Background: an optimization exercise with open tools, aiming at small area. Do not read the settings as production practice.
The RTL of this run was laid out without a check of its function.
No activity file was given, so power comes from the tool's default toggle rates.

$ cat run.sh
#!/bin/bash
# synth_recipe.tcl (not shown) runs the flow's synth.tcl, then flattens the netlist and writes it again
# the make line also repeats each setting of config.mk as NAME=value (left out here)
make -C /OpenROAD-flow-scripts/flow DESIGN_CONFIG=/design/flow/config.mk WORK_HOME=/design/flow/orfs CLKGATE_MAP_FILE= SYNTH_SCRIPT=/design/flow/synth_recipe.tcl finish
$ cat config.mk
export PLATFORM = sky130hd
export DESIGN_NAME = tws_step
export DESIGN_NICKNAME = tws_step
export VERILOG_FILES = /design/flow/design.v
export SDC_FILE = /design/flow/constraint.sdc
export NUM_CORES = 4
export LEC_CHECK = 0
export CAP_MARGIN = 20
export CORE_MARGIN = 2
export CORE_UTILIZATION = 40
export PLACE_DENSITY = 0.6
export SLEW_MARGIN = 20
$ cat constraint.sdc
create_clock -name core_clock -period 10.0 [get_ports {clk}]
set_input_delay 2.0000 -clock core_clock [delete_from_list [all_inputs] [get_ports {clk}]]
set_output_delay 2.0000 -clock core_clock [all_outputs]
set_load 0.01 [all_outputs]
$ cat design.v
module tws_bus #(
    parameter [6:0] DEV_ADDR = 7'h2C,
    parameter [7:0] SBR_INIT = 8'h10
) (
    input  wire       clk,
    input  wire       rst,
    input  wire       scl,          
    input  wire       sda,          
    input  wire       bus_active,   
    output reg  [7:0] sbr,
    output wire       scl_dl,
    output wire       sda_dl
);
    localparam [2:0] P_CHECK_ADDRESS = 3'd0,
                     P_DATA_READ     = 3'd1,
                     P_DATA_READ_ACK = 3'd2,
                     P_DATA_SEND     = 3'd3,
                     P_DATA_SEND_ACK = 3'd4,
                     P_DONE          = 3'd5;
    reg       p_scl, p_sda;
    reg       ss;
    reg [2:0] pstate;
    reg       bb_en;
    reg       ovf;
    reg [3:0] cnt;
    reg [7:0] shreg;
    reg       dout;
    reg       oe;
    reg       n_ss;
    reg [2:0] n_pstate;
    reg       n_bb_en;
    reg       n_ovf;
    reg [3:0] n_cnt;
    reg [7:0] n_shreg;
    reg       n_dout;
    reg       n_oe;
    reg [7:0] n_sbr;
    wire rise  = ~p_scl & scl;
    wire fall  = p_scl & ~scl;
    wire start = p_scl & scl & p_sda & ~sda;
    wire stop  = p_scl & scl & ~p_sda & sda;
    wire [6:0] addr  = shreg[7:1];
    wire       match = (addr == DEV_ADDR) || (addr == 7'd0);
    always @* begin
        n_ss     = ss;
        n_pstate = pstate;
        n_bb_en  = bb_en;
        n_ovf    = ovf;
        n_cnt    = cnt;
        n_shreg  = shreg;
        n_oe     = oe;
        n_sbr    = sbr;
        if (bb_en && !ovf) begin
            if (rise)
                n_shreg = {shreg[6:0], sda};
            if (rise || fall) begin
                if (cnt == 4'd15) begin
                    n_cnt = 4'd0;
                    n_ovf = 1'b1;
                end else begin
                    n_cnt = cnt + 4'd1;
                end
            end
        end
        if (ovf && bb_en) begin
            case (pstate)
                P_CHECK_ADDRESS: begin
                    n_ovf = 1'b0;
                    if (match) begin
                        n_shreg  = 8'h00;
                        n_oe     = 1'b1;
                        n_cnt    = 4'd14;
                        n_pstate = shreg[0] ? P_DATA_SEND : P_DATA_READ;
                    end else begin
                        n_bb_en = 1'b0;
                        n_oe    = 1'b0;
                    end
                end
                P_DATA_READ: begin
                    n_ovf    = 1'b0;
                    n_oe     = 1'b0;
                    n_cnt    = 4'd0;
                    n_pstate = P_DATA_READ_ACK;
                end
                P_DATA_READ_ACK: begin
                    n_ovf    = 1'b0;
                    n_sbr    = shreg;
                    n_shreg  = 8'h00;
                    n_oe     = 1'b1;
                    n_cnt    = 4'd14;
                    n_pstate = P_DONE;
                end
                P_DATA_SEND: begin
                    n_ovf    = 1'b0;
                    n_shreg  = sbr;
                    n_oe     = 1'b1;
                    n_cnt    = 4'd0;
                    n_pstate = P_DATA_SEND_ACK;
                end
                P_DATA_SEND_ACK: begin
                    n_ovf    = 1'b0;
                    n_oe     = 1'b0;
                    n_cnt    = 4'd14;
                    n_pstate = P_DONE;
                end
                P_DONE: begin
                    n_ovf   = 1'b0;
                    n_oe    = 1'b0;
                    n_bb_en = 1'b0;
                end
                default: ;
            endcase
        end
        if (start) begin
            n_pstate = P_CHECK_ADDRESS;
            n_bb_en  = 1'b0;
            n_ovf    = 1'b0;
            n_oe     = 1'b0;
            n_ss     = 1'b1;
        end else if (stop) begin
            n_bb_en = 1'b0;
            n_ovf   = 1'b0;
            n_oe    = 1'b0;
            n_ss    = 1'b0;
        end else if (ss && !scl) begin
            n_cnt   = 4'd0;
            n_ovf   = 1'b0;
            n_bb_en = 1'b1;
            n_ss    = 1'b0;
        end
        n_dout = scl ? dout : n_shreg[7];
    end
    always @(posedge clk) begin
        p_scl <= scl;
        p_sda <= sda;
        if (rst) begin
            ss     <= 1'b0;
            pstate <= P_CHECK_ADDRESS;
            bb_en  <= 1'b0;
            ovf    <= 1'b0;
            cnt    <= 4'd0;
            shreg  <= 8'h00;
            dout   <= 1'b1;
            oe     <= 1'b0;
            sbr    <= SBR_INIT;
        end else if (!bus_active) begin
            ss     <= 1'b0;
            pstate <= P_CHECK_ADDRESS;
            bb_en  <= 1'b0;
            ovf    <= 1'b0;
            cnt    <= 4'd0;
            shreg  <= 8'h00;
            dout   <= 1'b1;
            oe     <= 1'b0;
        end else begin
            ss     <= n_ss;
            pstate <= n_pstate;
            bb_en  <= n_bb_en;
            ovf    <= n_ovf;
            cnt    <= n_cnt;
            shreg  <= n_shreg;
            dout   <= n_dout;
            oe     <= n_oe;
            sbr    <= n_sbr;
        end
    end
    assign scl_dl = ovf;
    assign sda_dl = oe & ~dout;
endmodule
module tws_motion (
    input  wire       clk,
    input  wire       rst,
    input  wire       lim_up_pin,
    input  wire       lim_dn_pin,
    input  wire [7:0] sbr,
    output wire       bus_active,
    output wire       step_out,
    output wire       dir_out,
    output wire       fault_out,
    output wire       hb_out
);
    localparam [3:0] H1_CHECK  = 4'd0,  H1_MOVE  = 4'd1,  H1_SETTLE = 4'd2,
                     H2_START  = 4'd3,  H2_MOVE  = 4'd4,  H2_SETTLE = 4'd5,
                     H3_START  = 4'd6,  H3_MOVE  = 4'd7,  H3_SETTLE = 4'd8,
                     H4_START  = 4'd9,  H4_MOVE  = 4'd10, H4_SETTLE = 4'd11,
                     L_COMPUTE = 4'd12, L_MOVE   = 4'd13, L_TARGET  = 4'd14,
                     HALT      = 4'd15;
    localparam [1:0] SQ_IDLE = 2'd0, SQ_HIGH = 2'd1, SQ_LOW = 2'd2;
    reg        lim_up, lim_dn, changed;
    reg [1:0]  sq_phase;
    reg [2:0]  tmr;
    reg [8:0]  cq;
    reg [2:0]  cr;
    reg [7:0]  s;
    reg        last_dir;
    reg [3:0]  cstate;
    reg        hb;
    wire up_n      = ~lim_up_pin;
    wire dn_n      = lim_dn_pin;
    wire set_c     = (up_n != lim_up) || (dn_n != lim_dn);
    wire changed_m = changed | set_c;
    wire idle  = (sq_phase == SQ_IDLE);
    wire tz    = (tmr == 3'd0);
    wire at_t  = (cq == {1'b0, s}) && (cr == 3'd0);    
    wire above = (s > cq[7:0]);                        
    wire loop  = (cstate == L_COMPUTE) || (cstate == L_MOVE) || (cstate == L_TARGET);
    reg [1:0] hpm1;
    always @* begin
        case (cstate)
            H2_START, H2_MOVE: hpm1 = 2'd0;
            H3_START, H3_MOVE: hpm1 = 2'd2;
            default:           hpm1 = 2'd1;
        endcase
    end
    reg        issue, mv_dir, do_halt, set6;
    reg [1:0]  c_load;       
    reg [3:0]  n_cstate;
    reg        n_hb, n_s;
    always @* begin
        issue    = 1'b0;
        mv_dir   = 1'b0;
        do_halt  = 1'b0;
        set6     = 1'b0;
        c_load   = 2'd0;
        n_cstate = cstate;
        n_hb     = hb;
        n_s      = 1'b0;
        if (cstate != HALT && up_n && dn_n) begin
            do_halt = 1'b1;
        end else begin
            case (cstate)
                H1_CHECK:
                    if (up_n && !at_t) begin
                        issue    = 1'b1;
                        n_cstate = H1_MOVE;
                    end else begin
                        set6     = 1'b1;
                        n_cstate = H1_SETTLE;
                    end
                H1_MOVE:
                    if (idle) n_cstate = H1_CHECK;
                H1_SETTLE:
                    if (!tz) ;
                    else if (at_t || up_n) do_halt = 1'b1;
                    else begin
                        c_load   = 2'd1;
                        n_cstate = H2_START;
                    end
                H2_START:
                    if (!dn_n) begin
                        issue    = 1'b1;
                        n_cstate = H2_MOVE;
                    end else begin
                        set6     = 1'b1;
                        n_cstate = H2_SETTLE;
                    end
                H2_MOVE:
                    if (idle) begin
                        set6     = 1'b1;
                        n_cstate = H2_SETTLE;
                    end
                H2_SETTLE:
                    if (!tz) ;
                    else if (at_t || !dn_n) do_halt = 1'b1;
                    else begin
                        c_load   = 2'd2;
                        n_cstate = H3_START;
                    end
                H3_START: begin
                    issue    = 1'b1;
                    mv_dir   = 1'b1;
                    n_cstate = H3_MOVE;
                end
                H3_MOVE:
                    if (idle) begin
                        set6     = 1'b1;
                        n_cstate = H3_SETTLE;
                    end
                H3_SETTLE:
                    if (!tz) ;
                    else if (at_t || dn_n) do_halt = 1'b1;
                    else begin
                        c_load   = 2'd3;
                        n_cstate = H4_START;
                    end
                H4_START: begin
                    issue    = 1'b1;
                    mv_dir   = 1'b1;
                    n_cstate = H4_MOVE;
                end
                H4_MOVE:
                    if (idle) begin
                        set6     = 1'b1;
                        n_cstate = H4_SETTLE;
                    end
                H4_SETTLE:
                    if (tz) begin
                        c_load   = 2'd3;
                        n_cstate = L_COMPUTE;
                    end
                L_COMPUTE:
                    if (!at_t) begin
                        issue    = 1'b1;
                        mv_dir   = above;
                        n_cstate = L_MOVE;
                    end else begin
                        n_cstate = L_TARGET;
                    end
                L_MOVE:
                    if (idle) n_cstate = L_TARGET;
                L_TARGET: begin
                    n_s      = 1'b1;
                    n_hb     = ~hb;
                    n_cstate = L_COMPUTE;
                end
                default: ;
            endcase
        end
        if (do_halt)
            n_cstate = HALT;
    end
    reg [1:0] n_sq_phase;
    reg       n_changed, n_last_dir, count;
    reg [2:0] n_tmr;
    always @* begin
        n_sq_phase = sq_phase;
        n_changed  = changed_m;
        n_last_dir = last_dir;
        count      = 1'b0;
        n_tmr      = tz ? tmr : tmr - 3'd1;
        if (do_halt) begin
            n_sq_phase = SQ_IDLE;
        end else begin
            case (sq_phase)
                SQ_IDLE:
                    if (issue) begin
                        n_last_dir = mv_dir;
                        n_changed  = set_c;
                        n_sq_phase = SQ_HIGH;
                        n_tmr      = {1'b0, hpm1};
                    end
                SQ_HIGH:
                    if (tz) begin
                        n_sq_phase = SQ_LOW;
                        n_tmr      = {1'b0, hpm1};
                        count      = 1'b1;
                    end
                SQ_LOW:
                    if (tz) begin
                        n_changed = 1'b0;
                        n_tmr     = {1'b0, hpm1};
                        if (changed_m || at_t)
                            n_sq_phase = SQ_IDLE;
                        else
                            n_sq_phase = SQ_HIGH;
                    end
                default: ;
            endcase
        end
        if (set6)
            n_tmr = 3'd6;
    end
    wire cnt_up = loop && last_dir;
    reg [8:0] n_cq;
    reg [2:0] n_cr;
    always @* begin
        n_cq = cq;
        n_cr = cr;
        case (c_load)
            2'd1: begin n_cq = 9'd360; n_cr = 3'd0; end
            2'd2: begin n_cq = 9'd8;   n_cr = 3'd0; end
            2'd3: begin n_cq = 9'd0;   n_cr = (cstate == H3_SETTLE) ? 3'd4 : 3'd0; end
            default:
                if (count) begin
                    if (cnt_up) begin
                        if (cr == 3'd4) begin n_cr = 3'd0; n_cq = cq + 9'd1; end
                        else n_cr = cr + 3'd1;
                    end else begin
                        if (cr == 3'd0) begin n_cr = 3'd4; n_cq = cq - 9'd1; end
                        else n_cr = cr - 3'd1;
                    end
                end
        endcase
    end
    always @(posedge clk) begin
        lim_up <= up_n;
        lim_dn <= dn_n;
        if (rst) begin
            changed  <= 1'b0;
            sq_phase <= SQ_IDLE;
            tmr      <= 3'd0;
            cq       <= 9'd4;
            cr       <= 3'd4;
            s        <= 8'd0;
            last_dir <= 1'b0;
            cstate   <= H1_CHECK;
            hb       <= 1'b0;
        end else begin
            changed  <= n_changed;
            sq_phase <= n_sq_phase;
            tmr      <= n_tmr;
            cq       <= n_cq;
            cr       <= n_cr;
            if (n_s) s <= sbr;
            last_dir <= n_last_dir;
            cstate   <= n_cstate;
            hb       <= n_hb;
        end
    end
    assign bus_active = (cstate != HALT);
    assign step_out   = (sq_phase == SQ_HIGH);
    assign dir_out    = last_dir;
    assign fault_out  = (cstate != HALT);
    assign hb_out     = hb;
endmodule
module tws_step (
    input  wire clk,
    input  wire rst,
    input  wire scl_in,
    input  wire sda_in,
    input  wire lim_up_pin,
    input  wire lim_dn_pin,
    output wire scl_dl,
    output wire sda_dl,
    output wire step_out,
    output wire dir_out,
    output wire fault_out,
    output wire hb_out
);
    wire [7:0] sbr;
    wire       bus_active;
    tws_bus #(
        .DEV_ADDR (7'h2C),
        .SBR_INIT (8'h10)
    ) u_bus (
        .clk        (clk),
        .rst        (rst),
        .scl        (scl_in),
        .sda        (sda_in),
        .bus_active (bus_active),
        .sbr        (sbr),
        .scl_dl     (scl_dl),
        .sda_dl     (sda_dl)
    );
    tws_motion u_motion (
        .clk        (clk),
        .rst        (rst),
        .lim_up_pin (lim_up_pin),
        .lim_dn_pin (lim_dn_pin),
        .sbr        (sbr),
        .bus_active (bus_active),
        .step_out   (step_out),
        .dir_out    (dir_out),
        .fault_out  (fault_out),
        .hb_out     (hb_out)
    );
endmodule
==> flow_summary.ini <==
[run_status]
status = complete, no violations

[sta]
finalSetupViolations = 0
tns_ns = 0
tightest_slew_ns = 1.03
fin_crit_ns = 4.71
max_freq_mhz = 212
timing.final.crit_share = 0.471
finalMaxSlewViolations = 0
rsz0062_at_grt = false
clock_skew_ns = 0.00990
finalHoldViolCount = 0
slew_headroom = 0.307

[critical_path]
cp_common_cell = a311o_1
cp-startpoint = lim_dn_pin
worstPathMaxFanout = 10
cp-end-kind = register
path_class = input port to register
worstSetupStartpointType = input port
path_cells = clkdlybuf4s50_1 -> nor2b_1 -> and2_1 -> nor3_1 -> o21ai_0 -> ha_1 -> a311o_1 -> a311o_1
reg2reg_from = u_motion.cstate[2]$_SDFFE_PP0P_
required_ns = 10.24
cp_slowest_stage_delay_ns = 0.63
critical_path_arrival_ns = 4.95
crit_path_top_delay_cell = clkdlybuf4s50_1

[placed_design]
place_congestion = 0.915
dp_hpwl_um = 7530
io_buffers = 11
dpl_cell_area_um2 = 4550

[clocking]
cts_resized = 0
clkSinkCount = 64
post_cts_buffers = 0
hold_buffers = 0
cts.path.max_buffers = 2
clk_pin_slew_ns = 0.07
clk_latency_ns = 0.35
htreeDepth = 3
cts_root_buffer = clkbuf_8
numCtsBuffers = 9
cts_tree = yes

[floorplanning]
die-area_um2 = 11800
row_count = 38
die_w_um = 109
pin_count = 12
die_y_um = 109
initial_core_util = 0.407
core_area_um2 = 10700

[synth]
ys_seq_area_frac = 0.293
ys_ff_latch = 64
synth-edff-count = 0
yosys.area.top_type = dfxtp_1
yosys.area.top_type_share = 0.293
synth_area_leaders = dfxtp_1 (29%), ha_1 (8.9%), mux2i_1 (7.3%)
synthCells = 540
syn_nets = 578
avgSynthCellArea_um2 = 8.09
synthesis.area_um2 = 4370
synth_cell_type_count = 73
yosysWarnings = 2
async_reset_ff_frac = 0
ys.flop_type = dfxtp_1

[grt]
grt_pass1_wl_um = 17600
grt_pass1_vias = 3619
grt_max_degree = 41
grt_overflow_total = 0
antenna_found_initial = 0
grt_util_all_layers = 0.186

[detailed_routing]
wirelength_um = 10500
drtIter0Drc = 286
wl_per_cell_um = 15.3
vias = 3934
ant_nets = 0
drc = 0
vias_per_cell = 5.77
dr.pass1.iters = 6

[flow_run]
max-cap-violations = 0

[layout]
fill_cells = 1098
area_delta_synth_final_pct = 8.50
fin_nets = 576
design_area_um2 = 4740
final_common_cell = nor2_1
drive_gt1_frac = 0.0701
mostFrequentLayoutCells = nor2_1 (68), dfxtp_1 (64), a21oi_1 (43), nand2_1 (36), mux2i_1 (32)
antenna_cells = 0

[worst_hold_path]
min-delay-path-class = register to register
hold_start = u_motion.cr[1]$_SDFFE_PP0P_

[power_and_ir_drop]
leakage_nw = 1.87
ir_drop_v = 0.000118
power.density_nw_per_um2 = 216
cells in the mapped netlist (3+ instances only):
| cell type | number |
|---|---|
| o22ai_1 | 5 |
| nor4bb_1 | 3 |
| nor2_1 | 68 |
| or3_1 | 9 |
| a311o_1 | 3 |
| nand3_1 | 12 |
| a21o_1 | 4 |
| a31oi_1 | 6 |
| o211ai_1 | 7 |
| nor3_1 | 17 |
| dfxtp_1 | 64 |
| ha_1 | 31 |
| o21ai_0 | 23 |
| o41ai_1 | 4 |
| nand2b_1 | 14 |
| a211oi_1 | 4 |
| nand4_2 | 3 |
| nor2b_1 | 8 |
| a21oi_2 | 3 |
| a211o_1 | 3 |
| inv_1 | 28 |
| xor2_1 | 5 |
| clkbuf_1 | 18 |
| buf_2 | 7 |
| nor4_1 | 4 |
| mux2i_1 | 32 |
| buf_6 | 3 |
| nand2_1 | 36 |
| a22oi_1 | 6 |
| a21oi_1 | 43 |
| and2_1 | 4 |
| o21a_1 | 5 |
| xnor2_1 | 6 |
cell families (layout without fill, tap and decap cells):
group / count (synthesis) / after routing / synth area share
XOR/XNOR: 11 / 11 / 0.0220
buffers and inverters: 58 / 60 / 0.0570
flip-flops: 64 / 64 / 0.293
AO/OA/AOI/OAI: 144 / 144 / 0.226
adder cells (fa/ha/maj): 33 / 33 / 0.0956
AND/OR/NAND/NOR: 196 / 196 / 0.227
multiplexers: 34 / 34 / 0.0784
final cells by class:
class / count / area (µm²) / area share
Inverter: 30 / 113 / 0.0237
Sequential cell: 64 / 1280 / 0.270
Timing Repair Buffer: 15 / 140 / 0.0296
Tap cell: 140 / 175 / 0.0369
Clock inverter: 3 / 42.5 / 0.00897
Clock buffer: 12 / 145 / 0.0306
Multi-Input combinational cell: 418 / 2850 / 0.600
worst max-delay path, delay by kind of cell:
family                   cells  cell delay [ns]
AO/OA/AOI/OAI                3             1.08
AND/OR/NAND/NOR              3             0.85
buffers and inverters        1             0.63
adder cells (fa/ha/maj)      1             0.39
report_power, final:
part / internal [W] / switching [W] / leakage [nW] / total, W
sequential: 0.000282 / 0.0000261 / 0.520 / 0.000308
clock: 0.000120 / 0.000100 / 0.0925 / 0.000221
combinational: 0.000199 / 0.000296 / 1.26 / 0.000494
total: 0.000600 / 0.000422 / 1.87 / 0.00102
sequential cells by signal, summed over array words and instances, names as in the netlist:
name               cells
u_motion.lim_up        1
u_bus.ovf              1
u_bus.oe               1
u_bus.p_scl            1
u_motion.lim_dn        1
u_bus.bb_en            1
u_bus.shreg            8
u_motion.tmr           3
u_motion.s             8
u_bus.cnt              4
u_motion.cq            9
u_bus.ss               1
u_bus.dout             1
u_bus.sbr              8
u_bus.pstate           3
u_motion.cr            3
u_motion.hb            1
u_motion.last_dir      1
u_motion.changed       1
u_motion.cstate        4
u_motion.sq_phase      2
u_bus.p_sda            1
per-stage QoR:
step,utilization,hold WS [ns],setup WS (ns),cells,power (W)
global placement,0.424,0.462,5.06,667,0.000791
global route,0.441,0.504,5.12,682,0.00110
detailed placement,0.424,0.467,4.94,667,0.000797
CTS,0.441,0.476,5.32,682,0.00102
finish,0.441,0.470,5.29,682,0.00102
floorplan,-,0.447,5.75,540,0.000698
per-layer routing:
layer	vias to the layer above	part of all wire	global-route usage
met2	112	0.45	0.292
li1	1949	-	-
met5	-	0	0
met4	0	0.016	0.0604
met3	16	0.051	0.0325
met1	1857	0.48	0.258
final timing paths:
kind	to	slack [ns]	depth (start not counted)
worst max-delay path	u_motion.cq[2]$_SDFFE_PP1P_	5.29	8
worst min register to register	u_motion.cr[1]$_SDFFE_PP0P_	0.47	2
worst min-delay path	u_motion.cr[1]$_SDFFE_PP0P_	0.47	2
worst max register to register	u_motion.cq[2]$_SDFFE_PP1P_	6.56	7

[static timing again, ports no longer ideal]
No port has a modelled driver above. Below, the same layout with a new extraction and two added sets of constraints. Step 1 (the two cells are an assumption about what drives the block):
set clk [get_ports {clk}]
set_driving_cell -lib_cell sky130_fd_sc_hd__clkbuf_16 $clk
set_driving_cell -lib_cell sky130_fd_sc_hd__buf_2 [delete_from_list [all_inputs] $clk]
Step 2 also shifts input and output timing later by t, the mid clock arrival at the registers, as if the neighbouring blocks saw the same clock. a / b / c = no drivers / after step 1 / after step 2; a / b = the first two.
t (ns): 0.380
setup WS [ns]: 5.290 / 5.284 / 4.905
worst hold slack (ns): 0.470 / 0.470 / 0.470
clock arrival spread, ns: 0.010 / 0.011
After both steps this run still meets setup and hold. The setup slack of this run moves by -0.006 ns with the drivers and by -0.385 ns with both steps.
